Context: an optimization exercise on an open-source flow, tuned for small area and few clock cycles. The choices shown serve that exercise and are no tape-out recipe. RTL that was checked went through simulation tests only; none was proved equivalent to the original. No functional check of the RTL was part of runs 1, 2 and 7. No activity file was given, so power comes from the tool's default toggle rates.

--- flow/flow/run.sh ---
#!/bin/bash
# The standard layout, with the port buffers made of the smallest buffer
# cell instead of the one buffer_ports picks by default.
set -euo pipefail
export BUFFER_PORTS_ARGS="-buffer_cell sky130_fd_sc_hd__buf_1"
bash standard.sh > standard_flow.log 2>&1
--- flow/standard.sh ---
#!/bin/bash
# synth_recipe.tcl (not shown) runs the flow's synth.tcl, then flattens the netlist and writes it again
# the make line also repeats each setting of config.mk as NAME=value (left out here)
make -C /OpenROAD-flow-scripts/flow DESIGN_CONFIG=/design/flow/config.mk WORK_HOME=/design/flow/orfs CLKGATE_MAP_FILE= SYNTH_SCRIPT=/design/flow/synth_recipe.tcl "${@:-finish}"
--- flow/config.mk ---
export PLATFORM = sky130hd
export DESIGN_NAME = rtmp_chunk_decoder
export DESIGN_NICKNAME = rtmp_chunk_decoder
export VERILOG_FILES = /design/flow/design.v
export SDC_FILE = /design/flow/constraint.sdc
export NUM_CORES = 4
export LEC_CHECK = 0
export CAP_MARGIN = 20
export CORE_MARGIN = 2
export CORE_UTILIZATION = 40
export CTS_BUF_LIST = sky130_fd_sc_hd__clkbuf_16
export CTS_CLUSTER_DIAMETER = 80
export CTS_CLUSTER_SIZE = 30
export SLEW_MARGIN = 20
--- flow/constraint.sdc ---
create_clock -name core_clock -period 12.0 [get_ports {clk}]
set_input_delay 2.4000 -clock core_clock [delete_from_list [all_inputs] [get_ports {clk}]]
set_output_delay 2.4000 -clock core_clock [all_outputs]
set_load 0.01 [all_outputs]
--- flow/design.v ---
module rtmp_chunk_decoder (
    input  wire        clk,
    input  wire        rst,
    input  wire        in_valid,
    output wire        in_ready,
    input  wire [1:0]  in_kind,
    input  wire [7:0]  in_data,
    output wire        out_valid,
    input  wire        out_ready,
    output wire [2:0]  out_kind,
    output wire [16:0] out_csid,
    output wire [1:0]  out_fmt,
    output wire [31:0] out_ts,
    output wire [23:0] out_len,
    output wire [7:0]  out_type,
    output wire [31:0] out_msid,
    output wire [23:0] out_chunk_len,
    output wire        out_start,
    output wire [7:0]  out_data,
    output wire [7:0]  out_code,
    output wire [2:0]  out_phase,
    output wire        out_partial
);
    localparam NR = 7;                  
    localparam EW = 137;                
    localparam IN_BYTE   = 2'd0;
    localparam IN_EOS    = 2'd1;
    localparam IN_TFAULT = 2'd2;
    localparam IN_HSDONE = 2'd3;
    localparam EV_HDR    = 3'd0;
    localparam EV_DATA   = 3'd1;
    localparam EV_MSG    = 3'd2;
    localparam EV_FAULT  = 3'd3;
    localparam EV_CLOSED = 3'd4;
    localparam M_HS   = 2'd0;
    localparam M_EST  = 2'd1;
    localparam M_DEAD = 2'd2;
    localparam P_BH0 = 3'd0;
    localparam P_BH1 = 3'd1;
    localparam P_BH2 = 3'd2;
    localparam P_MH  = 3'd3;
    localparam P_EXT = 3'd4;
    localparam P_PAY = 3'd5;
    reg [1:0]  mode;
    reg [2:0]  phase;                   
    reg        look;                    
    reg        cscan;                   
    reg [1:0]  fmt;
    reg [3:0]  mh_n;                    
    wire [2:0] sc = mh_n[2:0];
    reg [23:0] dreg;
    reg [23:0] crem;                    
    reg [23:0] maxc;                    
    reg        c_v;
    reg [16:0] c_csid;
    reg [31:0] c_ts;
    reg [23:0] c_len;
    reg [7:0]  c_type;
    reg [31:0] c_msid;
    reg [23:0] c_rem;                   
    reg [NR-1:0]    rv;
    reg [NR*EW-1:0] ring;
    reg        o_valid;
    reg [2:0]  o_kind;
    reg        pend;                    
    reg [2:0]  o_code;
    reg        o_part;
    wire pop      = o_valid && out_ready;
    wire can_take = !o_valid || (out_ready && !pend);
    wire kind_ok  = (mode == M_EST) || (mode == M_HS && in_kind != IN_BYTE);
    wire ovl      = pend && mode != M_DEAD && phase == P_BH0 && in_kind == IN_BYTE && in_data[5:1] != 5'd0;
    assign in_ready = kind_ok && !look && !cscan && (can_take || (out_ready && ovl));
    wire accept   = in_valid && in_ready;
    wire [7:0] b  = in_data;
    wire [EW-1:0] cur  = {c_csid, c_ts, c_len, c_type, c_msid, c_rem};
    wire [EW-1:0] head = ring[NR*EW-1 -: EW];
    wire          h_v  = rv[NR-1];
    wire [16:0]   h_csid = head[EW-1 -: 17];
    wire [23:0]   h_rem  = head[23:0];
    wire c_hit  = c_v && c_csid == dreg[16:0];
    wire h_hit  = h_v && h_csid == dreg[16:0];
    wire look_go = look && (!o_valid || out_ready);    
    wire h_busy = |h_rem;
    wire swap   = look_go && !c_hit && sc != 3'd7 && (h_hit || (!h_v && c_v));
    wire        c_busy  = |c_rem;
    wire        len4    = (c_len == 24'd4);
    wire [23:0] rem_eff = len4 ? {21'd0, c_rem[2:0]} : c_rem;
    wire        hc_cont = (fmt == 2'd3) && c_busy;
    wire [23:0] hc_rsel = hc_cont ? rem_eff : c_len;
    wire [24:0] hc_lt;
    assign hc_lt[0] = 1'b0;
    genvar gc;
    generate
        for (gc = 0; gc < 24; gc = gc + 1) begin : g_hc_cmp
            assign hc_lt[gc+1] = (hc_rsel[gc] ^ maxc[gc]) ? maxc[gc] : hc_lt[gc];
        end
    endgenerate
    wire [23:0] hc_clen = hc_lt[24] ? hc_rsel : maxc;
    wire        hc_zero = (hc_rsel == 24'd0);
    wire        hc_t1   = (phase == P_MH && fmt == 2'd1) ? (b == 8'd1) : (c_type == 8'd1);
    wire [3:0] mh_last_n = (fmt == 2'd0) ? 4'd10 : (fmt == 2'd1) ? 4'd6 : 4'd2;
    wire       mh_last   = (mh_n == mh_last_n);
    wire [23:0] tsf      = {dreg[15:0], b};
    wire       esc_now   = (mh_n == 4'd2) ? (tsf == 24'hFFFFFF) : dreg[23];
    wire [31:0] ts_add   = {(phase == P_EXT) ? dreg[23:16] : 8'd0, tsf};
    wire [31:0] ts_base  = (fmt == 2'd0) ? 32'd0 : c_ts;
    wire [32:0] ts_cy;
    wire [31:0] ts_new;
    assign ts_cy[0] = 1'b0;
    genvar gi;
    generate
        for (gi = 0; gi < 32; gi = gi + 1) begin : g_ts_add
            assign ts_new[gi]  = ts_base[gi] ^ ts_add[gi] ^ ts_cy[gi];
            assign ts_cy[gi+1] = (ts_base[gi] & ts_add[gi]) | (ts_cy[gi] & (ts_base[gi] ^ ts_add[gi]));
        end
    endgenerate
    wire [23:0] crem_dec = crem - 24'd1;
    wire        cdone    = (crem == 24'd1);
    wire        mdone    = (rem_eff == 24'd1);
    wire [2:0]  r3       = c_rem[2:0];
    wire [23:0] rem_pay  = mdone ? 24'd0 :
                           len4  ? {c_rem[23:20],
                                    (r3 == 3'd2) ? b : c_rem[19:12],
                                    (r3 == 3'd3) ? b : c_rem[11:4],
                                    (r3 == 3'd4) ? (|b) : c_rem[3],
                                    r3 - 3'd1}
                                 : c_rem - 24'd1;
    wire        scs_zero = !c_rem[3] && c_rem[11:4] == 8'd0 && c_rem[19:12] == 8'd0 && b == 8'd0;
    wire        scs_bad  = !len4 || scs_zero;
    wire [23:0] scs_val  = c_rem[3] ? 24'hFFFFFF : {c_rem[11:4], c_rem[19:12], b};
    always @(posedge clk) begin
        ring <= {ring[(NR-1)*EW-1:0], swap ? cur : head};
        if (rst)
            rv <= {NR{1'b0}};
        else
            rv <= {rv[NR-2:0], swap ? c_v : h_v};
    end
    always @(posedge clk) begin
        if (rst) begin
            mode    <= M_HS;
            phase   <= P_BH0;
            look    <= 1'b0;
            cscan   <= 1'b0;
            fmt     <= 2'd0;
            maxc    <= 24'd128;
            c_v     <= 1'b0;
            o_valid <= 1'b0;
            pend    <= 1'b0;
        end else begin
            if (pop) begin
                if (pend) begin
                    o_kind <= (mode == M_DEAD) ? EV_FAULT : EV_MSG;
                    pend   <= 1'b0;
                end else begin
                    o_valid <= 1'b0;
                end
            end
            if (swap) begin
                c_v    <= h_v;
                {c_csid, c_ts, c_len, c_type, c_msid, c_rem} <= head;
            end
            if (look_go) begin
                mh_n <= mh_n + 4'd1;
                if (c_hit) begin
                    look <= 1'b0;
                    if (fmt != 2'd3 && c_busy) begin
                        mode    <= M_DEAD;
                        o_valid <= 1'b1;
                        o_kind  <= EV_FAULT;
                        o_code  <= 3'd5;
                    end else if (fmt != 2'd3) begin
                        phase <= P_MH;
                        mh_n  <= 4'd0;
                    end
                end else if (h_hit && fmt != 2'd3) begin
                    look <= 1'b0;
                    if (h_busy) begin
                        mode    <= M_DEAD;
                        o_valid <= 1'b1;
                        o_kind  <= EV_FAULT;
                        o_code  <= 3'd5;
                    end else begin
                        phase <= P_MH;
                        mh_n  <= 4'd0;
                    end
                end else if (sc == 3'd7) begin
                    look <= 1'b0;
                    if (fmt != 2'd0 || c_v) begin
                        mode    <= M_DEAD;
                        o_valid <= 1'b1;
                        o_kind  <= EV_FAULT;
                        o_code  <= (fmt != 2'd0) ? 3'd3 : 3'd6;
                    end else begin
                        c_v    <= 1'b1;
                        c_csid <= dreg[16:0];
                        phase  <= P_MH;
                        mh_n   <= 4'd0;
                    end
                end
            end
            if (cscan) begin
                mh_n <= mh_n + 4'd1;
                if (h_v && h_busy)
                    o_part <= 1'b1;
                if (sc == 3'd6) begin
                    cscan   <= 1'b0;
                    mode    <= M_DEAD;
                    o_valid <= 1'b1;
                    o_kind  <= EV_CLOSED;
                end
            end
            if (accept) begin
                case (in_kind)
                    IN_HSDONE: begin
                        if (mode == M_HS)
                            mode <= M_EST;
                    end
                    IN_TFAULT: begin
                        mode    <= M_DEAD;
                        o_valid <= 1'b1;
                        o_kind  <= EV_FAULT;
                        o_code  <= 3'd1;
                    end
                    IN_EOS: begin
                        if (phase == P_BH0 || phase == P_PAY) begin
                            cscan  <= 1'b1;
                            mh_n   <= 4'd0;
                            o_part <= c_v && c_busy;
                        end else begin
                            mode    <= M_DEAD;
                            o_valid <= 1'b1;
                            o_kind  <= EV_FAULT;
                            o_code  <= 3'd2;
                        end
                    end
                    default: begin  
                        case (phase)
                            P_BH0: begin
                                fmt <= b[7:6];
                                dreg[8] <= b[0];
                                if (b[5:1] != 5'd0) begin
                                    dreg[16:0] <= {11'd0, b[5:0]};
                                    look <= 1'b1;
                                    mh_n <= 4'd0;
                                end else begin
                                    phase <= P_BH1;
                                end
                            end
                            P_BH1: begin
                                if (dreg[8])
                                    dreg[7:0] <= b;
                                if (!dreg[8]) begin
                                    dreg[16:0] <= 17'd64 + {9'd0, b};
                                    look <= 1'b1;
                                    mh_n <= 4'd0;
                                end else begin
                                    phase <= P_BH2;
                                end
                            end
                            P_BH2: begin
                                dreg[16:0] <= 17'd64 + {1'b0, b, dreg[7:0]};
                                look <= 1'b1;
                                mh_n <= 4'd0;
                            end
                            P_MH: begin
                                mh_n <= mh_n + 4'd1;
                                case (mh_n)
                                    4'd0, 4'd1: dreg <= {dreg[15:0], b};
                                    4'd2: begin
                                        dreg[23] <= esc_now;
                                        if (!esc_now)
                                            c_ts <= ts_new;
                                    end
                                    4'd3: c_len[23:16] <= b;
                                    4'd4: c_len[15:8]  <= b;
                                    4'd5: c_len[7:0]   <= b;
                                    4'd6: c_type       <= b;
                                    4'd7: c_msid[7:0]  <= b;
                                    4'd8: c_msid[15:8] <= b;
                                    4'd9: c_msid[23:16] <= b;
                                    default: c_msid[31:24] <= b;
                                endcase
                                if (mh_last && esc_now) begin
                                    phase <= P_EXT;
                                    mh_n  <= 4'd0;
                                end
                            end
                            P_EXT: begin
                                mh_n <= mh_n + 4'd1;
                                dreg <= {dreg[15:0], b};
                                if (mh_n == 4'd3)
                                    c_ts <= ts_new;
                            end
                            default: begin  
                                crem    <= crem_dec;
                                c_rem   <= rem_pay;
                                o_valid <= 1'b1;
                                o_kind  <= EV_DATA;
                                dreg[7:0] <= b;
                                if (mdone && c_type == 8'd1 && scs_bad) begin
                                    mode   <= M_DEAD;
                                    pend   <= 1'b1;
                                    o_code <= 3'd7;
                                end else begin
                                    if (cdone)
                                        phase <= P_BH0;
                                    if (mdone) begin
                                        pend <= 1'b1;
                                        if (c_type == 8'd1)
                                            maxc <= scs_val;
                                    end
                                end
                            end
                        endcase
                    end
                endcase
            end
            if ((look_go && c_hit && fmt == 2'd3) ||
                (accept && in_kind == IN_BYTE &&
                 ((phase == P_MH && mh_last && !esc_now) || (phase == P_EXT && mh_n == 4'd3)))) begin
                c_rem   <= hc_cont ? c_rem : c_len;
                crem    <= hc_clen;
                o_valid <= 1'b1;
                o_kind  <= EV_HDR;
                dreg[23] <= !hc_cont;
                if (hc_zero) begin
                    pend <= 1'b1;
                    if (hc_t1) begin
                        mode   <= M_DEAD;
                        o_code <= 3'd7;
                    end else begin
                        phase <= P_BH0;
                    end
                end else begin
                    phase <= P_PAY;
                end
            end
        end
    end
    assign out_valid     = o_valid;
    assign out_kind      = o_kind;
    wire f_miss = (o_code == 3'd3 || o_code == 3'd6);
    wire f_zero = ((phase == P_BH1 || phase == P_BH2) && !o_code[2] && o_code != 3'd3) || !c_v;
    assign out_csid      = (o_kind == EV_FAULT && f_miss) ? dreg[16:0] :
                           (o_kind == EV_FAULT && f_zero) ? 17'd0 : c_csid;
    assign out_fmt       = fmt;
    assign out_ts        = c_ts;
    assign out_len       = c_len;
    assign out_type      = c_type;
    assign out_msid      = c_msid;
    assign out_chunk_len = crem;
    assign out_start     = dreg[23];
    assign out_data      = dreg[7:0];
    assign out_code      = {5'd0, o_code};
    assign out_phase     = phase;
    assign out_partial   = o_part;
endmodule
==> impl_metrics.ini, run 1 <==
[critical_path]
path_buf_inv = 2
critical_path.max_fanout = 2
crit_family = adder cells
cp_slowest_stage_delay_ns = 0.37
crit_path_start_kind = input pin
cp.required_ns = 12.42
critPathKind = in2reg
arrival_ns = 13.64
critical_path.most_common_cell = fa_2
end_kind = flip-flop
cp_slowest_cell = fa_2

[drt]
drt-total-wl_mm = 88.1
drt-pass1-iter-count = 6
vias = 22292
met2_wirelength_mm = 39.7
avgRoutedWirePerCell_um = 20.0
drc = 0
viasPerCell = 5.06
m1WireLength_mm = 40.1
dr.first_iter.drc_count = 2124
maxUsedRoutingLayer = met5
drtAntennaViolNets = 0
met3_length_mm = 5.72

[global_route]
grt_max_degree = 145
grt.overflow.total = 0
grt_pass1_wl_mm = 132
grt_usage_pct = 17.7
antenna_found_initial = 5
grt_pass1_vias = 20829

[clocking]
cts_buffers = 50
hold_buffers = 0
cts_tree = done
cts.htree.levels = 2
cts_root_buffer = clkbuf_16
insertion_delay_ns = 0.67
clkSinkCount = 1198
path_clk_slew_ns = 0.12
clk_path_buf_depth = 3

[yosys]
synth-edff-count = 196
synthTopCellsByCount = 1002 x dfxtp_1, 207 x nand2_1, 199 x nor2_1, 196 x edfxtp_1, 168 x mux2_2
avgSynthCellArea_um2 = 12.6
synth.top_cells.by_area = dfxtp_1 53%, edfxtp_1 16%, mux2_2 5.0%
synthesis.area_um2 = 37800
yosys.area.top_type_share_pct = 53.1
yosys_register_bits = 1198
yosys.cell_types.count = 80
synthCells = 3009
synth_warnings = 1
yosysTopAreaCell = dfxtp_1
synth_async_sr_flop_share_pct = 0
ys.flop_type = dfxtp_1
yosysMostFrequentCell = dfxtp_1
ys_seq_area_share_pct = 68.7

[floorplan]
placementRows = 112
die-area_um2 = 96900
die-width_um = 311
die_height_um = 311
io_pins = 179
core-area_um2 = 93500
initial_utilization_pct = 40.4

[placement]
dp_slack_ns = -2.03
place.port_buffers = 173
hpwl_mm = 60.3
gp_congestion = 0.875

[job]
maxCapViolCount = 0

[sta]
setup_slack_ns = -1.22
fin_crit_ns = 13.22
grt_setup_unrepaired = yes
clock_skew_ns = 0.0550
relSlewSlack_pct = 24.1
timing.fmax_ghz = 0.0756
slew_viol_final = 0
final_hold_viol_count = 0
setup_tns_ns = -3.37
period_share_pct = 110
setup_viol = 5
hold-worst-slack_ns = 0.302
worst_pin_slew_ns = 1.14

[pwr]
leakagePower_nw = 14.9
peakVddDrop_uv = 127
finalPower_mw = 6.50
pwr_density_cell_nw_per_um2 = 157

[outcome]
outcome = complete, but fails checks
check.faults = setup timing

[hold_path]
holdCritPathClass = reg2reg

[cells_and_area]
area_delta_synth_final_pct = 9.45
nNetsFinal = 3172
drive_gt1_share_pct = 11.1
antennaDiodeCount = 0
final_util_pct = 44.2
fillers = 8611
## routing by layer
| metal | GRT usage (%) | vias up |
|---|---|---|
| met2 | 27.9 | 646 |
| met5 | 0 | - |
| met3 | 3.30 | 147 |
| met4 | 5.28 | 6 |
| li1 | - | 10662 |
| met1 | 24.8 | 10831 |
## sequential cells by signal, indices dropped and copies added (netlist names), 8 cells and up
register  count
ring        959
c_msid       32
c_ts         32
c_len        24
c_rem        24
crem         24
dreg         24
maxc         24
c_csid       17
c_type        8
## cell families (layout without fill, tap and decap cells)
logic type	Yosys count	after routing	synth area share (%)
compound gates	469	469	7.79
xor+xnor	79	79	1.83
fa+ha+maj	47	47	2.15
buf+inv	221	357	2.50
flops	1198	1198	68.7
mux	279	279	7.95
other cells	1	5	0.00993
simple gates	715	715	9.08
## power breakdown
part / total, mW / switching (mW) / internal (mW)
clock: 2.07 / 1.26 / 0.812
combinational: 0.243 / 0.162 / 0.0815
sequential: 4.19 / 0.0589 / 4.13
## area by class of cell
type	count	area, um2	area share [%]
Sequential cell	1198	25900	62.8
Multi-Input combinational cell	1594	11000	26.7
Tap cell	1254	1570	3.80
Inverter	52	205	0.496
Clock buffer	51	1280	3.09
Timing Repair Buffer	215	1020	2.47
Clock inverter	39	284	0.687
## per-stage QoR
step                cells  area [um2]
global placement     4313       39700
floorplan            3013       37900
CTS                  4403       41300
detailed placement   4313       39700
finish               4403       41300
global route         4403       41300
## placed cells by master, fill, tap and decap left out, drive strengths merged, types with 8 or more instances in the layout
cell type / n
nand2: 208
nor2b: 20
a311oi: 13
a21oi: 141
fa: 30
mux2i: 111
nor4: 33
or3: 16
a211o: 8
nand3: 49
mux2: 168
ha: 17
a22oi: 11
xnor2: 45
a211oi: 21
dfxtp: 1002
o211ai: 22
nand4: 25
inv: 83
nor3: 68
a31oi: 32
clkbuf: 52
o22ai: 9
nand2b: 12
buf: 214
xor2: 34
edfxtp: 196
a32oi: 10
a22o: 25
o21ai: 127
and3: 34
clkinv: 8
and2: 12
nor2: 199
## repair_timing
action | in CTS | in global routing
gates resized for setup | 1 | 7
endpoints found under the setup margin | 5 | 5
setup buffers | 0 | 0
pin swaps | 0 | 2
## final timing paths
check | from | endpoint | slack (ns) | cells past startpoint
worst max-delay path | in_data[1] | c_ts[31] | -1.22 | 36
worst min-delay path | ring[764] | ring[901] | 0.30 | 0
worst max register to register | fmt[1] | c_ts[31] | -0.01 | 38
worst min register to register | ring[764] | ring[901] | 0.30 | 0
==> run 2, diff against run 1 <==
--- a/flow/design.v
+++ b/flow/design.v
@@ -104,16 +104,27 @@
     wire       esc_now   = (mh_n == 4'd2) ? (tsf == 24'hFFFFFF) : dreg[23];
     wire [31:0] ts_add   = {(phase == P_EXT) ? dreg[23:16] : 8'd0, tsf};
     wire [31:0] ts_base  = (fmt == 2'd0) ? 32'd0 : c_ts;
-    wire [32:0] ts_cy;
+    wire [24:0] ts_cy;
+    wire [8:0]  ts_c0, ts_c1;
+    wire [7:0]  ts_s0, ts_s1;
     wire [31:0] ts_new;
     assign ts_cy[0] = 1'b0;
+    assign ts_c0[0] = 1'b0;
+    assign ts_c1[0] = 1'b1;
     genvar gi;
     generate
-        for (gi = 0; gi < 32; gi = gi + 1) begin : g_ts_add
+        for (gi = 0; gi < 24; gi = gi + 1) begin : g_ts_add
             assign ts_new[gi]  = ts_base[gi] ^ ts_add[gi] ^ ts_cy[gi];
             assign ts_cy[gi+1] = (ts_base[gi] & ts_add[gi]) | (ts_cy[gi] & (ts_base[gi] ^ ts_add[gi]));
         end
+        for (gi = 0; gi < 8; gi = gi + 1) begin : g_ts_top
+            assign ts_s0[gi]   = ts_base[24+gi] ^ ts_add[24+gi] ^ ts_c0[gi];
+            assign ts_c0[gi+1] = (ts_base[24+gi] & ts_add[24+gi]) | (ts_c0[gi] & (ts_base[24+gi] ^ ts_add[24+gi]));
+            assign ts_s1[gi]   = ts_base[24+gi] ^ ts_add[24+gi] ^ ts_c1[gi];
+            assign ts_c1[gi+1] = (ts_base[24+gi] & ts_add[24+gi]) | (ts_c1[gi] & (ts_base[24+gi] ^ ts_add[24+gi]));
+        end
     endgenerate
+    assign ts_new[31:24] = ts_cy[24] ? ts_s1 : ts_s0;
     wire [23:0] crem_dec = crem - 24'd1;
     wire        cdone    = (crem == 24'd1);
     wire        mdone    = (rem_eff == 24'd1);
==> run 2 against run 1 <==
Still fails the layout checks on setup timing. Highest routed layer is now met4. Via count increased by 3.4%. Worst setup slack improved by 0.44 ns. Critical path type unchanged. Non-clock buffer count is 3 higher.
==> impl_metrics.ini, run 2 <==
[yosys]
yosys.area.top_type_share_pct = 53.6
yosysTopAreaCell = dfxtp_1
synthTopCellsByCount = 1002 x dfxtp_1, 763 x nand2_1, 210 x nor2_1, 196 x edfxtp_1, 158 x clkbuf_1
synth.top_cells.by_area = dfxtp_1 54%, edfxtp_1 16%, nand2_1 7.7%
synthCells = 3334
ys_seq_area_share_pct = 69.3
yosys.cell_types.count = 68
synthesis.area_um2 = 37400
yosysMostFrequentCell = dfxtp_1
synth-edff-count = 196
yosys_register_bits = 1198
synth_warnings = 1
synth_async_sr_flop_share_pct = 0
ys.flop_type = dfxtp_1
avgSynthCellArea_um2 = 11.2

[hold_path]
worstHoldStart = ring[540]
holdCritPathClass = reg2reg
hold_path_depth = 0
min_to = ring[677]

[drt]
avgRoutedWirePerCell_um = 18.8
drtAntennaViolNets = 0
vias = 23046
dr.first_iter.drc_count = 1895
drt-total-wl_mm = 88.6
drt-pass1-iter-count = 6
viasPerCell = 4.89
drc = 0

[critical_path]
crit_family = adder cells
cp_slowest_cell = fa_2
cp.required_ns = 12.41
critical_path.max_fanout = 2
reg2reg_to = c_ts[31]
arrival_ns = 13.19
cp_slowest_stage_delay_ns = 0.39
critPathKind = in2reg
critical_path.most_common_cell = fa_2
crit_path_start_kind = input pin
r2r_cells = 39
reg2reg_slack_ns = 0.34
rr_startpoint = fmt[1]
path_buf_inv = 3
end_kind = flip-flop

[cells_and_area]
top_regs = ring: 959 flops, c_msid: 32 flops, c_ts: 32 flops
design_area_um2 = 41000
drive_gt1_share_pct = 5.30
final_cell_mix = 1002 x dfxtp_1, 763 x nand2_1, 207 x nor2_1
area_delta_synth_final_pct = 9.53
final_common_cell = dfxtp_1
top_register = ring
nNetsFinal = 3479
final_util_pct = 44.0
largest_register_ffs = 959

[floorplan]
die-area_um2 = 96000
initial_utilization_pct = 40.2
core-area_um2 = 93000
die_height_um = 310
die-width_um = 310
io_pins = 179
placementRows = 112

[global_route]
grt_usage_pct = 18.1
grt.overflow.total = 0
antenna_found_initial = 2
grt_pass1_wl_mm = 133
grt_max_degree = 91
grt_pass1_vias = 21207

[placement]
place.port_buffers = 173
gp_congestion = 0.884
dp_slack_ns = -1.54
dpl_cell_area_um2 = 39400
hpwl_mm = 58.8

[clocking]
cts_buffers = 50
clk_path_buf_depth = 3
path_clk_slew_ns = 0.12
cts.htree.levels = 2
insertion_delay_ns = 0.65
cts_root_buffer = clkbuf_16
cts_tree = done
clkSinkCount = 1198

[sta]
setup_slack_ns = -0.780
fin_crit_ns = 12.78
relSlewSlack_pct = 30.8
setup_tns_ns = -1.65
period_share_pct = 106
setup_viol = 3
slew_viol_final = 0
worst_pin_slew_ns = 1.04
grt_setup_unrepaired = yes
final_hold_viol_count = 0
timing.fmax_ghz = 0.0782
clock_skew_ns = 0.0449

[pwr]
pwr_density_cell_nw_per_um2 = 159
leakagePower_nw = 15.6
p_comb_share_pct = 3.7
p_int_mw = 5.05
seq_power_share_pct = 64.2
power_frac_clock_pct = 32.1
switchingPower_mw = 1.47
peakVddDrop_uv = 112
switching_share_pct = 22.6

[job]
maxCapViolCount = 0

[outcome]
check.faults = setup timing
outcome = complete, but fails checks
==> run 2: cell count changes after synthesis, moves of 23 or more <==
cell / before / now
nor3_1: 66 / 43
clkbuf_1: 112 / 158
and3_1: 33 / 7
mux2_2: 168 / 5
nand2_1: 207 / 763
o21ai_0: 125 / 100
a31oi_1: 32 / 93
==> run 2: kinds of logic (layout without fill, tap and decap cells) <==
group,count (synthesis),after routing,share of synthesized area [%]
mux,103,103,2.78
buf+inv,242,360,2.64
flops,1198,1198,69.3
compound gates,457,457,7.58
fa+ha+maj,49,49,2.21
simple gates,1200,1200,13.5
xor+xnor,84,84,1.97
other cells,1,6,0.0100
==> run 2: how the worst max path moves through the flow <==
stage | slack (ns) | end | depth (start not counted) | startpoint
finish | -0.78 | c_ts[31] | 38 | in_data[0]
global placement | -1.51 | c_ts[31] | 37 | in_data[1]
global route | -1.04 | c_ts[31] | 38 | in_data[0]
floorplan | -0.97 | c_ts[31] | 37 | in_data[0]
detailed placement | -1.54 | c_ts[31] | 37 | in_data[1]
CTS | -0.78 | c_ts[31] | 38 | in_data[0]
==> run 2: cell type report <==
| cell class | count | area, um2 |
|---|---|---|
| tap | 1254 | 1570 |
| sequential | 1198 | 25900 |
| clock inverter | 38 | 278 |
| timing repair buffer | 218 | 1000 |
| clock buffer | 53 | 1330 |
| multi-input combinational | 1898 | 10700 |
| fill | 8806 | 52100 |
| inverter | 51 | 196 |
| antenna | 1 | 2.50 |
==> run 2: metrics by stage <==
stage | instances | power, mW | hold slack [ns]
after global routing | 4710 | 6.76 | 0.303
final | 4711 | 6.52 | 0.307
after global placement | 4618 | 4.52 | 0.310
after CTS | 4709 | 6.59 | 0.299
after detailed placement | 4618 | 4.52 | 0.312
after floorplan | 3338 | 4.40 | 0.310
==> run 2: repair_timing <==
action                                  in CTS  in global routing
hold buffers                                 0                  0
setup buffers                                0                  1
gates resized for setup                      3                  2
gates cloned                                 0                  0
endpoints found under the setup margin       3                  4
endpoints found under the hold margin        0                  0
==> run 2: routing by layer <==
layer | wire length, um | up-vias | track usage [%] | share of wire, %
met5 | 0 | - | 0 | 0
met4 | 2040 | 0 | 4.59 | 2.3
met3 | 5660 | 121 | 3.44 | 6.4
met2 | 37500 | 612 | 26.9 | 42
met1 | 43300 | 11042 | 27.1 | 49
li1 | - | 11271 | - | -
==> run 2: power groups by stage <==
stage	Combinational (mW)	Sequential (mW)	Clock [mW]
CTS	0.243	4.19	2.16
floorplan	0.148	4.26	0
global placement	0.240	4.28	0
finish	0.243	4.19	2.09
global route	0.268	4.20	2.29
detailed placement	0.242	4.28	0
==> run 3, diff against run 2 <==
--- a/flow/design.v
+++ b/flow/design.v
@@ -61,15 +61,20 @@
     reg [NR-1:0]    rv;
     reg [NR*EW-1:0] ring;
     reg        o_valid;
+    reg        o_start;
+    reg        tsh;                     
+    reg        tse;                     
+    reg        tsc;                     
     reg [2:0]  o_kind;
     reg        pend;                    
     reg [2:0]  o_code;
     reg        o_part;
-    wire pop      = o_valid && out_ready;
-    wire can_take = !o_valid || (out_ready && !pend);
+    wire ov       = o_valid && !tsh;    
+    wire pop      = ov && out_ready;
+    wire can_take = !o_valid || (pop && !pend);
     wire kind_ok  = (mode == M_EST) || (mode == M_HS && in_kind != IN_BYTE);
     wire ovl      = pend && mode != M_DEAD && phase == P_BH0 && in_kind == IN_BYTE && in_data[5:1] != 5'd0;
-    assign in_ready = kind_ok && !look && !cscan && (can_take || (out_ready && ovl));
+    assign in_ready = kind_ok && !look && !cscan && (can_take || (pop && ovl));
     wire accept   = in_valid && in_ready;
     wire [7:0] b  = in_data;
     wire [EW-1:0] cur  = {c_csid, c_ts, c_len, c_type, c_msid, c_rem};
@@ -79,7 +84,7 @@
     wire [23:0]   h_rem  = head[23:0];
     wire c_hit  = c_v && c_csid == dreg[16:0];
     wire h_hit  = h_v && h_csid == dreg[16:0];
-    wire look_go = look && (!o_valid || out_ready);    
+    wire look_go = look && (!o_valid || pop);    
     wire h_busy = |h_rem;
     wire swap   = look_go && !c_hit && sc != 3'd7 && (h_hit || (!h_v && c_v));
     wire        c_busy  = |c_rem;
@@ -102,29 +107,24 @@
     wire       mh_last   = (mh_n == mh_last_n);
     wire [23:0] tsf      = {dreg[15:0], b};
     wire       esc_now   = (mh_n == 4'd2) ? (tsf == 24'hFFFFFF) : dreg[23];
-    wire [31:0] ts_add   = {(phase == P_EXT) ? dreg[23:16] : 8'd0, tsf};
-    wire [31:0] ts_base  = (fmt == 2'd0) ? 32'd0 : c_ts;
-    wire [24:0] ts_cy;
-    wire [8:0]  ts_c0, ts_c1;
-    wire [7:0]  ts_s0, ts_s1;
-    wire [31:0] ts_new;
-    assign ts_cy[0] = 1'b0;
-    assign ts_c0[0] = 1'b0;
-    assign ts_c1[0] = 1'b1;
+    wire [31:0] ts_base = (fmt == 2'd0) ? 32'd0 : c_ts;
+    wire [15:0] tsl_b   = {dreg[7:0], b};
+    wire [15:0] tsh_b   = {tse ? dreg[23:16] : 8'd0, dreg[15:8]};
+    wire [16:0] tsl_cy;
+    wire [16:0] tsh_cy;
+    wire [15:0] tsl_new;
+    wire [15:0] tsh_new;
+    assign tsl_cy[0] = 1'b0;
+    assign tsh_cy[0] = tsc;
     genvar gi;
     generate
-        for (gi = 0; gi < 24; gi = gi + 1) begin : g_ts_add
-            assign ts_new[gi]  = ts_base[gi] ^ ts_add[gi] ^ ts_cy[gi];
-            assign ts_cy[gi+1] = (ts_base[gi] & ts_add[gi]) | (ts_cy[gi] & (ts_base[gi] ^ ts_add[gi]));
-        end
-        for (gi = 0; gi < 8; gi = gi + 1) begin : g_ts_top
-            assign ts_s0[gi]   = ts_base[24+gi] ^ ts_add[24+gi] ^ ts_c0[gi];
-            assign ts_c0[gi+1] = (ts_base[24+gi] & ts_add[24+gi]) | (ts_c0[gi] & (ts_base[24+gi] ^ ts_add[24+gi]));
-            assign ts_s1[gi]   = ts_base[24+gi] ^ ts_add[24+gi] ^ ts_c1[gi];
-            assign ts_c1[gi+1] = (ts_base[24+gi] & ts_add[24+gi]) | (ts_c1[gi] & (ts_base[24+gi] ^ ts_add[24+gi]));
+        for (gi = 0; gi < 16; gi = gi + 1) begin : g_ts_add
+            assign tsl_new[gi]  = ts_base[gi] ^ tsl_b[gi] ^ tsl_cy[gi];
+            assign tsl_cy[gi+1] = (ts_base[gi] & tsl_b[gi]) | (tsl_cy[gi] & (ts_base[gi] ^ tsl_b[gi]));
+            assign tsh_new[gi]  = ts_base[16+gi] ^ tsh_b[gi] ^ tsh_cy[gi];
+            assign tsh_cy[gi+1] = (ts_base[16+gi] & tsh_b[gi]) | (tsh_cy[gi] & (ts_base[16+gi] ^ tsh_b[gi]));
         end
     endgenerate
-    assign ts_new[31:24] = ts_cy[24] ? ts_s1 : ts_s0;
     wire [23:0] crem_dec = crem - 24'd1;
     wire        cdone    = (crem == 24'd1);
     wire        mdone    = (rem_eff == 24'd1);
@@ -157,6 +157,7 @@
             c_v     <= 1'b0;
             o_valid <= 1'b0;
             pend    <= 1'b0;
+            tsh     <= 1'b0;
         end else begin
             if (pop) begin
                 if (pend) begin
@@ -166,6 +167,10 @@
                     o_valid <= 1'b0;
                 end
             end
+            if (tsh) begin
+                c_ts[31:16] <= tsh_new;
+                tsh <= 1'b0;
+            end
             if (swap) begin
                 c_v    <= h_v;
                 {c_csid, c_ts, c_len, c_type, c_msid, c_rem} <= head;
@@ -279,8 +284,12 @@
                                     4'd0, 4'd1: dreg <= {dreg[15:0], b};
                                     4'd2: begin
                                         dreg[23] <= esc_now;
-                                        if (!esc_now)
-                                            c_ts <= ts_new;
+                                        if (!esc_now) begin
+                                            c_ts[15:0] <= tsl_new;
+                                            tsc <= tsl_cy[16];
+                                            tse <= 1'b0;
+                                            tsh <= 1'b1;
+                                        end
                                     end
                                     4'd3: c_len[23:16] <= b;
                                     4'd4: c_len[15:8]  <= b;
@@ -298,9 +307,14 @@
                             end
                             P_EXT: begin
                                 mh_n <= mh_n + 4'd1;
-                                dreg <= {dreg[15:0], b};
-                                if (mh_n == 4'd3)
-                                    c_ts <= ts_new;
+                                if (mh_n == 4'd3) begin
+                                    c_ts[15:0] <= tsl_new;
+                                    tsc <= tsl_cy[16];
+                                    tse <= 1'b1;
+                                    tsh <= 1'b1;
+                                end else begin
+                                    dreg <= {dreg[15:0], b};
+                                end
                             end
                             default: begin  
                                 crem    <= crem_dec;
@@ -333,7 +347,7 @@
                 crem    <= hc_clen;
                 o_valid <= 1'b1;
                 o_kind  <= EV_HDR;
-                dreg[23] <= !hc_cont;
+                o_start <= !hc_cont;
                 if (hc_zero) begin
                     pend <= 1'b1;
                     if (hc_t1) begin
@@ -348,7 +362,7 @@
             end
         end
     end
-    assign out_valid     = o_valid;
+    assign out_valid     = ov;
     assign out_kind      = o_kind;
     wire f_miss = (o_code == 3'd3 || o_code == 3'd6);
     wire f_zero = ((phase == P_BH1 || phase == P_BH2) && !o_code[2] && o_code != 3'd3) || !c_v;
@@ -360,7 +374,7 @@
     assign out_type      = c_type;
     assign out_msid      = c_msid;
     assign out_chunk_len = crem;
-    assign out_start     = dreg[23];
+    assign out_start     = o_start;
     assign out_data      = dreg[7:0];
     assign out_code      = {5'd0, o_code};
     assign out_phase     = phase;
--- a/flow/config.mk
+++ b/flow/config.mk
@@ -9,6 +9,6 @@
 export CORE_MARGIN = 2
 export CORE_UTILIZATION = 40
 export CTS_BUF_LIST = sky130_fd_sc_hd__clkbuf_16
-export CTS_CLUSTER_DIAMETER = 80
-export CTS_CLUSTER_SIZE = 30
+export CTS_CLUSTER_DIAMETER = 70
+export CTS_CLUSTER_SIZE = 36
 export SLEW_MARGIN = 20
==> run 3 against run 2 <==
Final area up 0.24%. Now clean on timing, DRC and antenna. Clock power up 15%. Via count up 0.62%. Critical path depth down 17. Largest power group unchanged. Flip-flop and latch count up 4. Synthesized cell count down 0.81%.
==> impl_metrics.ini, run 3 <==
[outcome]
outcome = timing/DRC/antenna clean

[floorplan]
placementRows = 111
core-area_um2 = 91900
io_pins = 179
initial_utilization_pct = 40.5
die-area_um2 = 95600
die-width_um = 309
die_height_um = 309

[yosys]
yosysTopAreaCell = dfxtp_1
yosys.cell_types.count = 81
synthTopCellsByCount = 1003 x dfxtp_1, 763 x nand2_1, 216 x nor2_1, 199 x edfxtp_1, 138 x clkbuf_1
synth_warnings = 1
ys_seq_area_share_pct = 69.9
synthCells = 3307
avgSynthCellArea_um2 = 11.3
yosys.area.top_type_share_pct = 53.9
yosys_register_bits = 1202
synthesis.area_um2 = 37300
synth.top_cells.by_area = dfxtp_1 54%, edfxtp_1 16%, nand2_1 7.7%
synth_async_sr_flop_share_pct = 0
yosysMostFrequentCell = dfxtp_1
ys.flop_type = dfxtp_1
synth-edff-count = 199

[pwr]
switching_share_pct = 24.0
p_comb_share_pct = 3.3
switchingPower_mw = 1.63
pwr_density_cell_nw_per_um2 = 166
power_frac_clock_pct = 35.2
finalPower_mw = 6.81
peakVddDrop_uv = 137
seq_power_share_pct = 61.5
leakagePower_nw = 15.9
p_int_mw = 5.18

[clocking]
hold_buffers = 0
clkSinkCount = 1202
cts_tree = done
post_cts_resized = 0
cts.htree.levels = 2
cts_root_buffer = clkbuf_16
cts_buffers = 54
path_clk_slew_ns = 0.12
postCtsSetupBuffers = 0
clk_path_buf_depth = 3
insertion_delay_ns = 0.67

[global_route]
grt_max_degree = 99
grt_pass1_vias = 21744
grt_pass1_wl_mm = 136
grt_usage_pct = 18.6
grt.overflow.total = 0
antenna_found_initial = 0

[critical_path]
crit_path_start_kind = input pin
arrival_ns = 9.51
critPathKind = in2reg
end_kind = flip-flop
critical_path.max_fanout = 18
cp.required_ns = 12.41
reg2reg_slack_ns = 3.69

[sta]
final_hold_viol_count = 0
fin_crit_ns = 9.10
setup_tns_ns = 0
setup_viol = 0
slew_viol_final = 0
timing.fmax_ghz = 0.110
grt_setup_unrepaired = no
relSlewSlack_pct = 26.2
worst_pin_slew_ns = 1.11
clock_skew_ns = 0.0443
period_share_pct = 75.8

[placement]
dpl_cell_area_um2 = 39000
place.port_buffers = 173
hpwl_mm = 60.9
gp_congestion = 0.931

[cells_and_area]
seq_area_um2 = 26100
final_common_cell = dfxtp_1
area_delta_synth_final_pct = 10.3
antennaDiodeCount = 0
top_register = ring
multi_input_area_um2 = 10200
fillers = 8594
drive_gt1_share_pct = 5.26
design_area_um2 = 41100
nNetsFinal = 3461
final_util_pct = 44.7
top_regs = ring: 959 flops, c_msid: 32 flops, c_ts: 32 flops
final_cell_mix = 1003 x dfxtp_1, 763 x nand2_1, 215 x nor2_1
largest_register_ffs = 959

[hold_path]
holdCritPathClass = reg2reg

[drt]
drc = 0
viasPerCell = 4.95
avgRoutedWirePerCell_um = 19.2
dr.first_iter.drc_count = 1986
vias = 23188
drt-total-wl_mm = 90.0
drtAntennaViolNets = 0
drt-pass1-iter-count = 5

[job]
maxCapViolCount = 0
## run 3: cell types whose count changed in the layout (fill, tap and decap cells not counted), sizes merged, moves of 10 or more
cell,change
a21oi,-54
xnor2,-14
and2,+21
buf,-14
o22ai,+23
a22o,-11
o21ai,+26
clkinv,+20
xor2,+10
a21boi,-18
mux2i,-69
or2,-12
a311o,+10
## run 3: power groups by stage
stage | Clock, mW | Sequential, mW | Combinational [mW]
2_1_floorplan | 0 | 4.26 | 0.140
4_1_cts | 2.46 | 4.19 | 0.225
5_1_grt | 2.60 | 4.20 | 0.248
3_3_place_gp | 0 | 4.28 | 0.221
6_report | 2.40 | 4.19 | 0.225
3_5_place_dp | 0 | 4.28 | 0.224
## run 3: cell families after synthesis
family	count (synthesis)	share of synthesized area, %
simple gates	1225	13.9
flops	1202	69.9
compound gates	454	7.86
buf+inv	248	2.83
xor+xnor	80	1.88
fa+ha+maj	55	2.43
mux	42	1.17
other cells	1	0.0101
## run 3: path summary, 6_finish.rpt
path | startpoint | to | depth (start not counted)
min | ring[218] | ring[355] | 0
min reg2reg | ring[218] | ring[355] | 0
max | in_data[0] | c_ts[15] | 21
max reg2reg | fmt[1] | c_ts[31] | 20
## run 3: per-stage QoR
| step | instances | worst slack (ns) | hold WS [ns] |
|---|---|---|---|
| 5_1_grt | 4685 | 2.66 | 0.293 |
| 3_3_place_gp | 4583 | 2.26 | 0.310 |
| 3_5_place_dp | 4583 | 2.19 | 0.312 |
| 2_1_floorplan | 3311 | 3.13 | 0.310 |
| 4_1_cts | 4685 | 2.90 | 0.294 |
| 6_report | 4685 | 2.90 | 0.293 |
## run 3: routing by layer
| metal | vias to the layer above | routed length [um] | GRT usage [%] | share of wire [%] |
|---|---|---|---|---|
| li1 | 11190 | - | - | - |
| met1 | 11161 | 42100 | 26.8 | 47 |
| met2 | 707 | 38900 | 28.2 | 43 |
| met3 | 130 | 6670 | 4.08 | 7.4 |
| met4 | 0 | 2400 | 5.22 | 2.7 |
| met5 | - | 0 | 0 | 0 |
## run 3: cell type report
type,instances,area share (%)
repair buffers,208,2.24
clock inverters,47,1.69
clock buffers,55,3.35
multi-input cells,1861,24.9
well taps,1243,3.79
inverters,69,0.636
flip-flops and latches,1202,63.4
## run 3: critical path, stage by stage
cell and delay (ns):
clkbuf_2 0.52, ha_1 0.26, inv_1 0.06, fa_1 0.43
fa_1 0.43, fa_1 0.42, fa_1 0.43, fa_1 0.44
fa_1 0.43, fa_1 0.45, fa_1 0.44, fa_1 0.45
fa_1 0.43, fa_1 0.43, fa_1 0.40, inv_1 0.09
fa_1 0.20, fa_1 0.17, inv_1 0.05, fa_1 0.50
o22ai_1 0.08
Testbench counts of run 3, summed over its fixed seeds: cycles 102,785.
==> run 4, diff against run 3 <==
--- a/flow/config.mk
+++ b/flow/config.mk
@@ -9,6 +9,6 @@
 export CORE_MARGIN = 2
 export CORE_UTILIZATION = 40
 export CTS_BUF_LIST = sky130_fd_sc_hd__clkbuf_16
-export CTS_CLUSTER_DIAMETER = 70
-export CTS_CLUSTER_SIZE = 36
+export CTS_CLUSTER_DIAMETER = 60
+export CTS_CLUSTER_SIZE = 32
 export SLEW_MARGIN = 20
==> run 4 against run 3 <==
Routed wire length is 0.89% higher. Critical endpoint unchanged. Register-to-register slack hardly changed. Flip-flop and latch count stayed put. Maximum frequency hardly changed. Still clean. Via count is 0.47% higher. Largest cell class unchanged. Global-route usage is 0.21 points higher.
==> impl_metrics.ini, run 4 <==
[outcome]
outcome = timing/DRC/antenna clean

[sta]
setup_tns_ns = 0
period_share_pct = 75.8
clock_skew_ns = 0.0441
final_hold_viol_count = 0
worst_pin_slew_ns = 1.09
relSlewSlack_pct = 27.6
hold-worst-slack_ns = 0.295
timing.fmax_ghz = 0.110
grt_setup_unrepaired = no
fin_crit_ns = 9.10
setup_viol = 0
slew_viol_final = 0

[cells_and_area]
area_delta_synth_final_pct = 11.9
drive_gt1_share_pct = 6.21
fillers = 8555
top_register = ring
nNetsFinal = 3481
top_regs = ring: 959 flops, c_msid: 32 flops, c_ts: 32 flops
final_common_cell = dfxtp_1
antennaDiodeCount = 0
final_cell_mix = 1003 x dfxtp_1, 763 x nand2_1, 215 x nor2_1
largest_register_ffs = 959

[drt]
avgRoutedWirePerCell_um = 19.2
vias = 23297
drt-pass1-iter-count = 6
viasPerCell = 4.93
drt-total-wl_mm = 90.8
dr.first_iter.drc_count = 1991
drtAntennaViolNets = 0
drc = 0

[clocking]
hold_buffers = 0
insertion_delay_ns = 0.68
path_clk_slew_ns = 0.10
cts.htree.levels = 3
clkSinkCount = 1202
cts_root_buffer = clkbuf_16
cts_buffers = 74
post_cts_resized = 0
cts_tree = done
postCtsSetupBuffers = 0
clk_path_buf_depth = 3

[global_route]
grt_usage_pct = 18.8
grt_pass1_wl_mm = 137
grt_pass1_vias = 22019
antenna_found_initial = 0
grt_max_degree = 99
grt.overflow.total = 0

[critical_path]
critPathKind = in2reg
critical_path.max_fanout = 18
arrival_ns = 9.51
crit_path_start_kind = input pin
end_kind = flip-flop
cp.required_ns = 12.41

[hold_path]
holdCritPathClass = reg2reg

[yosys]
synthCells = 3307
synthesis.area_um2 = 37300
ys.flop_type = dfxtp_1
avgSynthCellArea_um2 = 11.3
yosys_register_bits = 1202
yosys.area.top_type_share_pct = 53.9
synthTopCellsByCount = 1003 x dfxtp_1, 763 x nand2_1, 216 x nor2_1, 199 x edfxtp_1, 138 x clkbuf_1
yosysTopAreaCell = dfxtp_1
synth-edff-count = 199
synth.top_cells.by_area = dfxtp_1 54%, edfxtp_1 16%, nand2_1 7.7%
synth_async_sr_flop_share_pct = 0
yosysMostFrequentCell = dfxtp_1
yosys.cell_types.count = 81
synth_warnings = 1
ys_seq_area_share_pct = 69.9

[floorplan]
die_height_um = 309
die-width_um = 309
io_pins = 179
core-area_um2 = 91900
placementRows = 111
initial_utilization_pct = 40.5
die-area_um2 = 95600

[job]
maxCapViolCount = 0

[pwr]
peakVddDrop_uv = 102
pwr_density_cell_nw_per_um2 = 174
leakagePower_nw = 16.2

[placement]
place.port_buffers = 173
gp_congestion = 0.931
hpwl_mm = 60.9
[run 4: where the power goes]
group	switching, mW	leakage [nW]	internal (mW)
clock network	1.54	1.31	1.29
logic	0.151	4.92	0.0738
registers	0.0570	9.95	4.13
total	1.75	16.2	5.50
[run 4: worst max-delay path: stages]
cell      delay (ns)
clkbuf_2        0.53
ha_1            0.26
inv_1           0.06
fa_1            0.43
fa_1            0.43
fa_1            0.42
fa_1            0.43
fa_1            0.44
fa_1            0.43
fa_1            0.45
fa_1            0.44
fa_1            0.45
fa_1            0.43
fa_1            0.43
fa_1            0.40
inv_1           0.09
fa_1            0.20
fa_1            0.17
inv_1           0.05
fa_1            0.50
o22ai_1         0.08
[run 4: routing by layer]
metal | track usage, % | share of wire (%)
met4 | 5.99 | 2.7
met2 | 28.4 | 43
met3 | 4.23 | 7.5
met1 | 26.9 | 47
met5 | 0 | 0
[run 4: worst paths after layout]
path / cells past startpoint / start / slack (ns) / end
setup / recovery: 21 / in_data[0] / 2.90 / c_ts[15]
hold / removal: 0 / ring[645] / 0.30 / ring[782]
setup reg to reg: 20 / fmt[1] / 3.68 / c_ts[31]
hold reg to reg: 0 / ring[645] / 0.30 / ring[782]
[run 4: cells by family (layout without fill, tap and decap cells)]
group / after synthesis / count (layout) / share of synthesized area, %
compound gates: 454 / 454 / 7.86
xor+xnor: 80 / 80 / 1.88
fa+ha+maj: 55 / 55 / 2.43
buf+inv: 248 / 415 / 2.83
flops: 1202 / 1202 / 69.9
mux: 42 / 42 / 1.17
other cells: 1 / 5 / 0.0101
simple gates: 1225 / 1225 / 13.9
[run 4: area by class of cell]
cell class	count	area, um2	share of cell area, %
clock buffers	75	1880	4.50
clock inverters	63	812	1.95
flip-flops and latches	1202	26100	62.5
well taps	1243	1560	3.73
multi-input cells	1861	10200	24.5
inverters	69	262	0.627
repair buffers	208	920	2.21
[run 4: stage by stage]
step                util (%)  power (mW)  instances  setup slack, ns  instance area, um2
global route            45.4        7.50       4721             2.67               41700
global placement        42.4        4.50       4583             2.26               39000
floorplan                  -        4.40       3311             3.13               37300
CTS                     45.4        7.32       4721             2.91               41700
finish                  45.4        7.25       4721             2.90               41700
detailed placement      42.4        4.51       4583             2.19               39000
==> run 5, diff against run 4 <==
--- a/flow/config.mk
+++ b/flow/config.mk
@@ -8,7 +8,7 @@
 export CAP_MARGIN = 20
 export CORE_MARGIN = 2
 export CORE_UTILIZATION = 40
-export CTS_BUF_LIST = sky130_fd_sc_hd__clkbuf_16
+export CTS_BUF_LIST = sky130_fd_sc_hd__clkbuf_8
 export CTS_CLUSTER_DIAMETER = 60
-export CTS_CLUSTER_SIZE = 32
+export CTS_CLUSTER_SIZE = 20
 export SLEW_MARGIN = 20
==> run 5 against run 4 <==
Routed wire length is 0.21% higher. Worst hold slack lost 0.0021 ns. Core utilization fell by 1.0 points. Via count is 0.53% higher. Critical path type unchanged. Maximum frequency grew 0.74%. Highest routed layer unchanged. Final area shrank 2.3%. First-iteration DRC count increased by 7.2%. Global-route usage about the same. Combinational power is essentially flat.
==> impl_metrics.ini, run 5 <==
[placement]
hpwl_mm = 60.9
dpl_cell_area_um2 = 39000
gp_congestion = 0.931
place.port_buffers = 173

[global_route]
grt_pass1_wl_mm = 137
grt_usage_pct = 18.9
antenna_found_initial = 1
grt.overflow.total = 0
grt_max_degree = 99
grt_pass1_vias = 22098

[floorplan]
die-area_um2 = 95600
placementRows = 111
die-width_um = 309
core-area_um2 = 91900
die_height_um = 309
io_pins = 179
initial_utilization_pct = 40.5

[cells_and_area]
final_cell_mix = 1003 x dfxtp_1, 763 x nand2_1, 215 x nor2_1
nNetsFinal = 3489
final_util_pct = 44.3
area_delta_synth_final_pct = 9.37
top_register = ring
design_area_um2 = 40800
final_common_cell = dfxtp_1
largest_register_ffs = 959
top_regs = ring: 959 flops, c_msid: 32 flops, c_ts: 32 flops
drive_gt1_share_pct = 6.04

[critical_path]
cp_slowest_stage_delay_ns = 0.54
critical_path.max_fanout = 18
crit_path_start_kind = input pin
cp.required_ns = 12.49
critPathKind = in2reg
path_cells = clkbuf_2 -> ha_1 -> inv_1 -> fa_1 -> fa_1 -> fa_1 -> fa_1 -> fa_1 -> fa_1 -> fa_1 -> fa_1 -> fa_1 -> fa_1 -> fa_1 -> fa_1 -> inv_1 -> fa_1 -> fa_1 -> inv_1 -> fa_1 -> o22ai_1
arrival_ns = 9.53
critical_path.most_common_cell = fa_1
end_kind = flip-flop
cp_slowest_cell = clkbuf_2

[sta]
period_share_pct = 75.3
worst_pin_slew_ns = 1.07
setup_tns_ns = 0
clock_skew_ns = 0.0606
grt_setup_unrepaired = no
timing.fmax_ghz = 0.111
final_hold_viol_count = 0
setup_viol = 0
slew_viol_final = 0
relSlewSlack_pct = 28.4
fin_crit_ns = 9.03

[clocking]
post_cts_resized = 0
cts.htree.levels = 3
hold_buffers = 0
cts_buffers = 82
cts_root_buffer = clkbuf_8
cts_tree = done
path_clk_slew_ns = 0.12
insertion_delay_ns = 0.77
clk_path_buf_depth = 3
clkSinkCount = 1202
postCtsSetupBuffers = 0

[yosys]
synth-edff-count = 199
yosys.area.top_type_share_pct = 53.9
synthesis.area_um2 = 37300
synth_async_sr_flop_share_pct = 0
yosysMostFrequentCell = dfxtp_1
synthCells = 3307
yosys_register_bits = 1202
synthTopCellsByCount = 1003 x dfxtp_1, 763 x nand2_1, 216 x nor2_1, 199 x edfxtp_1, 138 x clkbuf_1
yosysTopAreaCell = dfxtp_1
synth_warnings = 1
ys_seq_area_share_pct = 69.9
synth.top_cells.by_area = dfxtp_1 54%, edfxtp_1 16%, nand2_1 7.7%
ys.flop_type = dfxtp_1
avgSynthCellArea_um2 = 11.3
yosys.cell_types.count = 81

[pwr]
leakagePower_nw = 15.8
p_comb_share_pct = 3.4
peakVddDrop_uv = 70.7
seq_power_share_pct = 64.1
power_frac_clock_pct = 32.5
switchingPower_mw = 1.55
switching_share_pct = 23.7
p_int_mw = 4.99
pwr_density_cell_nw_per_um2 = 160

[drt]
viasPerCell = 4.95
avgRoutedWirePerCell_um = 19.2
drt-total-wl_mm = 91.0
drt-pass1-iter-count = 5
vias = 23420
drc = 0
drtAntennaViolNets = 0
dr.first_iter.drc_count = 2135

[job]
maxCapViolCount = 0

[hold_path]
holdCritPathClass = reg2reg

[outcome]
outcome = timing/DRC/antenna clean
run 5: kinds of logic after synthesis:
kind of cell    count (synthesis)  synth area share, %
other cells                     1               0.0101
compound gates                454                 7.86
simple gates                 1225                 13.9
xor+xnor                       80                 1.88
fa+ha+maj                      55                 2.43
buf+inv                       248                 2.83
flops                        1202                 69.9
mux                            42                 1.17
run 5: path summary, 6_finish.rpt:
path	startpoint	endpoint	depth (start not counted)	slack, ns
min reg2reg	ring[269]	ring[406]	0	0.29
min	ring[269]	ring[406]	0	0.29
max	in_data[0]	c_ts[15]	21	2.97
max reg2reg	fmt[1]	c_ts[31]	20	3.69
run 5: metrics by stage:
| step | power, mW | hold slack (ns) | std cells | worst slack, ns |
|---|---|---|---|---|
| 2_1_floorplan | 4.40 | 0.310 | 3311 | 3.13 |
| 3_3_place_gp | 4.50 | 0.310 | 4583 | 2.26 |
| 3_5_place_dp | 4.51 | 0.312 | 4583 | 2.19 |
| 4_1_cts | 6.61 | 0.293 | 4734 | 3.02 |
| 5_1_grt | 6.79 | 0.295 | 4736 | 2.77 |
| 6_report | 6.54 | 0.293 | 4736 | 2.97 |
run 5: power by group through the flow:
stage	registers (mW)	logic [mW]	clock network [mW]
final	4.19	0.225	2.12
after global routing	4.20	0.248	2.35
after CTS	4.19	0.225	2.19
after detailed placement	4.28	0.224	0
after global placement	4.28	0.221	0
after floorplan	4.26	0.140	0
run 5: worst max-delay path, delay by kind of cell:
family	cells	cell delay, ns
AOI/OAI and AO/OA	1	0.08
adders and majority gates	16	6.31
buffers and inverters	4	0.74
run 5: metal layers:
layer / vias up / share of wire, % / GRT usage (%)
met5: - / 0 / 0
met4: 0 / 2.8 / 6.38
met3: 148 / 7.7 / 4.30
met2: 779 / 43 / 28.2
met1: 11227 / 47 / 26.9
li1: 11266 / - / -
run 5: layout make-up:
class | count | area [um2]
timing repair buffer | 208 | 920
multi-input combinational | 1861 | 10200
fill | 8630 | 51200
inverter | 69 | 262
clock inverter | 59 | 463
sequential | 1202 | 26100
clock buffer | 92 | 1270
tap | 1243 | 1560
antenna | 2 | 5.00
==> run 6, diff against run 5 <==
--- a/flow/config.mk
+++ b/flow/config.mk
@@ -8,7 +8,7 @@
 export CAP_MARGIN = 20
 export CORE_MARGIN = 2
 export CORE_UTILIZATION = 40
-export CTS_BUF_LIST = sky130_fd_sc_hd__clkbuf_8
-export CTS_CLUSTER_DIAMETER = 60
-export CTS_CLUSTER_SIZE = 20
+export CTS_BUF_LIST = sky130_fd_sc_hd__clkbuf_16
+export CTS_CLUSTER_DIAMETER = 80
+export CTS_CLUSTER_SIZE = 30
 export SLEW_MARGIN = 20
==> run 6 against run 5 <==
Still clean on timing, DRC and antenna. Routed wire length fell by 1.2%. Power shrank 0.32%. Sequential share of layout area grew 0.20 points. First-iteration DRC count shrank 5.6%. Area after synthesis is the same. Highest routed layer unchanged.
==> impl_metrics.ini, run 6 <==
[clocking]
postCtsSetupBuffers = 0
clkSinkCount = 1202
hold_buffers = 0
post_cts_resized = 0
insertion_delay_ns = 0.66
cts_root_buffer = clkbuf_16
cts_tree = done
path_clk_slew_ns = 0.11
clk_path_buf_depth = 3
cts.htree.levels = 2
cts_buffers = 50

[cells_and_area]
area_delta_synth_final_pct = 9.03
largest_register_ffs = 959
stdcell_count = 4674
nNetsFinal = 3457
drive_gt1_share_pct = 4.49
final_cell_mix = 1003 x dfxtp_1, 763 x nand2_1, 215 x nor2_1
final_util_pct = 44.2
top_regs = ring: 959 flops, c_msid: 32 flops, c_ts: 32 flops
antennaDiodeCount = 0
top_register = ring
final_common_cell = dfxtp_1

[floorplan]
die_height_um = 309
die-area_um2 = 95600
io_pins = 179
die-width_um = 309
initial_utilization_pct = 40.5
core-area_um2 = 91900
placementRows = 111

[sta]
timing.fmax_ghz = 0.110
grt_setup_unrepaired = no
setup_tns_ns = 0
clock_skew_ns = 0.0334
setup_viol = 0
worst_pin_slew_ns = 1.11
slew_viol_final = 0
period_share_pct = 76.0
final_hold_viol_count = 0
fin_crit_ns = 9.12
relSlewSlack_pct = 26.3

[global_route]
grt_pass1_vias = 21642
grt_max_degree = 99
grt_usage_pct = 18.6
grt_pass1_wl_mm = 136
grt.overflow.total = 0
antenna_found_initial = 0

[critical_path]
reg2reg_to = c_ts[31]
r2r_cells = 20
critical_path.max_fanout = 18
cp.required_ns = 12.40
arrival_ns = 9.52
end_kind = flip-flop
critPathKind = in2reg
reg2reg_slack_ns = 3.69
crit_path_start_kind = input pin
rr_startpoint = fmt[1]

[drt]
vias = 23230
drt-total-wl_mm = 90.0
drc = 0
drt-pass1-iter-count = 6
avgRoutedWirePerCell_um = 19.2
drtAntennaViolNets = 0
viasPerCell = 4.97
dr.first_iter.drc_count = 2015

[yosys]
synthCells = 3307
synth_async_sr_flop_share_pct = 0
yosys.cell_types.count = 81
synth.top_cells.by_area = dfxtp_1 54%, edfxtp_1 16%, nand2_1 7.7%
yosys_register_bits = 1202
synth-edff-count = 199
ys_seq_area_share_pct = 69.9
yosys.area.top_type_share_pct = 53.9
synthTopCellsByCount = 1003 x dfxtp_1, 763 x nand2_1, 216 x nor2_1, 199 x edfxtp_1, 138 x clkbuf_1
ys.flop_type = dfxtp_1
yosysMostFrequentCell = dfxtp_1
yosysTopAreaCell = dfxtp_1
synth_warnings = 1
synthesis.area_um2 = 37300
avgSynthCellArea_um2 = 11.3

[hold_path]
holdCritPathClass = reg2reg
min_to = ring[406]
worstHoldStart = ring[269]
hold_path_depth = 0

[placement]
post-place-cells = 4583
place.port_buffers = 173
hpwl_mm = 60.9
gp_congestion = 0.931

[pwr]
pwr_density_cell_nw_per_um2 = 160
leakagePower_nw = 15.7
peakVddDrop_uv = 132

[job]
maxCapViolCount = 0

[outcome]
outcome = timing/DRC/antenna clean
-- run 6: final cells by class --
class	count	area, um2
fill	8653	51300
sequential	1202	26100
multi-input combinational	1861	10200
tap	1243	1560
clock buffer	53	1330
timing repair buffer	208	920
clock inverter	38	282
inverter	69	262
-- run 6: power by group --
group	switching [mW]	total, mW	internal [mW]	leakage, nW
sequential	0.0570	4.19	4.13	9.95
combinational	0.151	0.225	0.0738	4.92
clock	1.26	2.10	0.841	0.866
-- run 6: worst max path at each step --
stage / start / to / slack (ns) / depth (start not counted)
floorplan: in_data[0] / c_ts[15] / 3.13 / 20
global placement: in_data[0] / c_ts[15] / 2.26 / 21
detailed placement: in_data[0] / c_ts[15] / 2.19 / 21
CTS: in_data[0] / c_ts[15] / 2.89 / 21
global route: in_data[0] / c_ts[15] / 2.66 / 21
finish: in_data[0] / c_ts[15] / 2.88 / 21
-- run 6: cell families after synthesis --
group / after synthesis / synth area share (%)
and+or+nand+nor: 1225 / 13.9
AOI/OAI and AO/OA: 454 / 7.86
other: 1 / 0.0101
DFF: 1202 / 69.9
adders and majority gates: 55 / 2.43
muxes: 42 / 1.17
buffers and inverters: 248 / 2.83
xor gates and xnor gates: 80 / 1.88
-- run 6: worst max-delay path: stages --
cell and delay [ns]:
clkbuf_2 0.53, ha_1 0.26, inv_1 0.06, fa_1 0.43
fa_1 0.43, fa_1 0.42, fa_1 0.43, fa_1 0.44
fa_1 0.43, fa_1 0.45, fa_1 0.44, fa_1 0.45
fa_1 0.43, fa_1 0.43, fa_1 0.40, inv_1 0.09
fa_1 0.20, fa_1 0.17, inv_1 0.05, fa_1 0.50
o22ai_1 0.08
-- run 6: per-layer routing --
metal	vias up	share of wire, %	global-route usage [%]
met2	705	43	28.1
met4	0	2.8	5.11
met3	146	7.5	4.05
met5	-	0	0
li1	11175	-	-
met1	11204	47	26.9
-- run 6: through the flow --
stage	total power [mW]	hold slack, ns	instance area (um2)	setup slack [ns]
2_1_floorplan	4.40	0.310	37300	3.13
3_3_place_gp	4.50	0.310	39000	2.26
3_5_place_dp	4.51	0.312	39000	2.19
4_1_cts	6.58	0.308	40600	2.89
5_1_grt	6.75	0.304	40600	2.66
6_report	6.52	0.310	40600	2.88
==> run 7, diff against run 6 <==
--- a/flow/design.v
+++ b/flow/design.v
@@ -73,7 +73,7 @@
     wire pop      = ov && out_ready;
     wire can_take = !o_valid || (pop && !pend);
     wire kind_ok  = (mode == M_EST) || (mode == M_HS && in_kind != IN_BYTE);
-    wire ovl      = pend && mode != M_DEAD && phase == P_BH0 && in_kind == IN_BYTE && in_data[5:1] != 5'd0;
+    wire ovl      = pend && mode != M_DEAD && phase == P_BH0 && in_kind == IN_BYTE;
     assign in_ready = kind_ok && !look && !cscan && (can_take || (pop && ovl));
     wire accept   = in_valid && in_ready;
     wire [7:0] b  = in_data;
@@ -291,14 +291,9 @@
                                             tsh <= 1'b1;
                                         end
                                     end
-                                    4'd3: c_len[23:16] <= b;
-                                    4'd4: c_len[15:8]  <= b;
-                                    4'd5: c_len[7:0]   <= b;
-                                    4'd6: c_type       <= b;
-                                    4'd7: c_msid[7:0]  <= b;
-                                    4'd8: c_msid[15:8] <= b;
-                                    4'd9: c_msid[23:16] <= b;
-                                    default: c_msid[31:24] <= b;
+                                    4'd3, 4'd4, 4'd5: c_len <= {c_len[15:0], b};     
+                                    4'd6: c_type <= b;
+                                    default: c_msid <= {b, c_msid[31:8]};            
                                 endcase
                                 if (mh_last && esc_now) begin
                                     phase <= P_EXT;
==> run 7 against run 6 <==
Clock-buffer cell count shrank 3. Maximum frequency is 3.5% higher. Die area grew 0.67%. Register-to-register slack worse by 0.22 ns. Routed wire length decreased by 8.7%. Flip-flop and latch count unchanged. Clock power hardly changed. Final cell count shrank 8.1%.
==> impl_metrics.ini, run 7 <==
[outcome]
outcome = timing/DRC/antenna clean

[sta]
final_hold_viol_count = 0
setup_viol = 0
period_share_pct = 73.4
grt_setup_unrepaired = no
worst_pin_slew_ns = 1.11
slew_viol_final = 0
setup_tns_ns = 0

[placement]
dp_slack_ns = 2.51
place.port_buffers = 173

[critical_path]
crit_family = adder cells
crit_path_start_kind = input pin
critPathKind = in2reg
cp.required_ns = 12.40
cp_slowest_cell = fa_1
critical_path.most_common_cell = fa_1
reg2reg_slack_ns = 3.47
rr_startpoint = fmt[1]
critical_path.max_fanout = 14
r2r_cells = 21
arrival_ns = 9.20
path_cells = buf_1 -> buf_4 -> ha_1 -> inv_1 -> fa_1 -> fa_1 -> fa_1 -> fa_1 -> fa_1 -> fa_1 -> fa_1 -> fa_1 -> fa_1 -> fa_1 -> fa_1 -> fa_1 -> inv_1 -> fa_1 -> fa_1 -> inv_1 -> fa_1 -> o22ai_1

[drt]
avgRoutedWirePerCell_um = 19.1
drc = 0
vias = 20906
drt-total-wl_mm = 82.1
m1WireLength_mm = 38.7
drt-pass1-iter-count = 5
drtAntennaViolNets = 0
dr.first_iter.drc_count = 1595

[yosys]
synth-edff-count = 199
synth.top_cells.by_area = dfxtp_1 54%, edfxtp_1 16%, mux2_2 4.7%
synthCells = 2891
yosys.area.top_type_share_pct = 53.5
yosys_register_bits = 1202
synthTopCellsByCount = 1003 x dfxtp_1, 199 x edfxtp_1, 184 x nand2_1, 159 x nor2_1, 157 x mux2_2
yosys.cell_types.count = 82
yosysTopAreaCell = dfxtp_1
synthesis.area_um2 = 37500
yosysMostFrequentCell = dfxtp_1

[cells_and_area]
antennaDiodeCount = 0
drive_gt1_share_pct = 10.4
top_regs = ring: 959 flops, c_msid: 32 flops, c_ts: 32 flops
area_delta_synth_final_pct = 9.30
largest_register_ffs = 959
final_cell_mix = 1003 x dfxtp_1, 199 x edfxtp_1, 184 x nand2_1

[clocking]
hold_buffers = 0
cts_tree = done
cts_root_buffer = clkbuf_16
insertion_delay_ns = 0.66
clk_path_buf_depth = 3
cts_buffers = 50
path_clk_slew_ns = 0.11
cts.htree.levels = 2
post_cts_resized = 0

[floorplan]
die-width_um = 310
core-area_um2 = 93200
die-area_um2 = 96200
die_height_um = 310

[pwr]
seq_power_share_pct = 64.5
peakVddDrop_uv = 128
p_int_mw = 5.04
power_frac_clock_pct = 32.2

[hold_path]
worstHoldStart = ring[532]
hold_path_depth = 0
min_to = ring[669]

[global_route]
grt_max_degree = 169
antenna_found_initial = 2
grt_pass1_wl_mm = 123
grt.overflow.total = 0

[job]
maxCapViolCount = 0
## run 7: cell count changes after synthesis, sizes merged, moves of 20 or more
cell    change
nand2     -579
mux2      +146
mux2i     +107
a31oi      -66
nor2       -57
clkbuf     -42
a22o       +20
o21ai      +20
## run 7: how the worst max path moves through the flow
stage / endpoint / slack [ns] / cells after the start / start
2_1_floorplan: c_ts[15] / 2.88 / 20 / in_data[1]
3_3_place_gp: c_ts[15] / 2.50 / 22 / in_data[0]
3_5_place_dp: c_ts[15] / 2.51 / 22 / in_data[0]
4_1_cts: c_ts[15] / 3.18 / 22 / in_data[0]
5_1_grt: c_ts[15] / 2.97 / 22 / in_data[0]
6_report: c_ts[15] / 3.19 / 22 / in_data[0]
## run 7: stage by stage
stage	power (mW)	hold slack [ns]	instances	utilization, %	area [um2]
2_1_floorplan	4.39	0.310	2895	-	37500
3_3_place_gp	4.49	0.310	4203	42.3	39400
3_5_place_dp	4.50	0.312	4203	42.3	39400
4_1_cts	6.57	0.321	4296	44.0	41000
5_1_grt	6.72	0.317	4297	44.0	41000
6_report	6.49	0.320	4297	44.0	41000
## run 7: power groups by stage
stage          registers [mW]  logic, mW  clock network (mW)
6_report                 4.19      0.216                2.09
5_1_grt                  4.19      0.241                2.29
4_1_cts                  4.19      0.218                2.16
3_5_place_dp             4.28      0.217                   0
3_3_place_gp             4.28      0.215                   0
2_1_floorplan            4.26      0.137                   0
## run 7: kinds of logic after synthesis
family / synth area share [%]
flops: 69.5
other cells: 0.0100
fa+ha+maj: 2.41
buf+inv: 2.59
simple gates: 7.64
compound gates: 7.56
mux: 8.46
xor+xnor: 1.87
## run 7: cell type report
type,count,area (um2),share of cell area (%)
clock buffer,50,1250,3.05
sequential,1202,26100,63.5
tap,1254,1570,3.83
inverter,67,256,0.626
multi-input combinational,1470,10600,25.8
timing repair buffer,211,952,2.32
clock inverter,43,348,0.848
## run 7: routing by layer
metal,vias to the layer above,global-route usage (%)
li1,10219,-
met1,10058,23.9
met2,533,26.5
met3,94,2.77
met4,2,4.10
met5,-,0
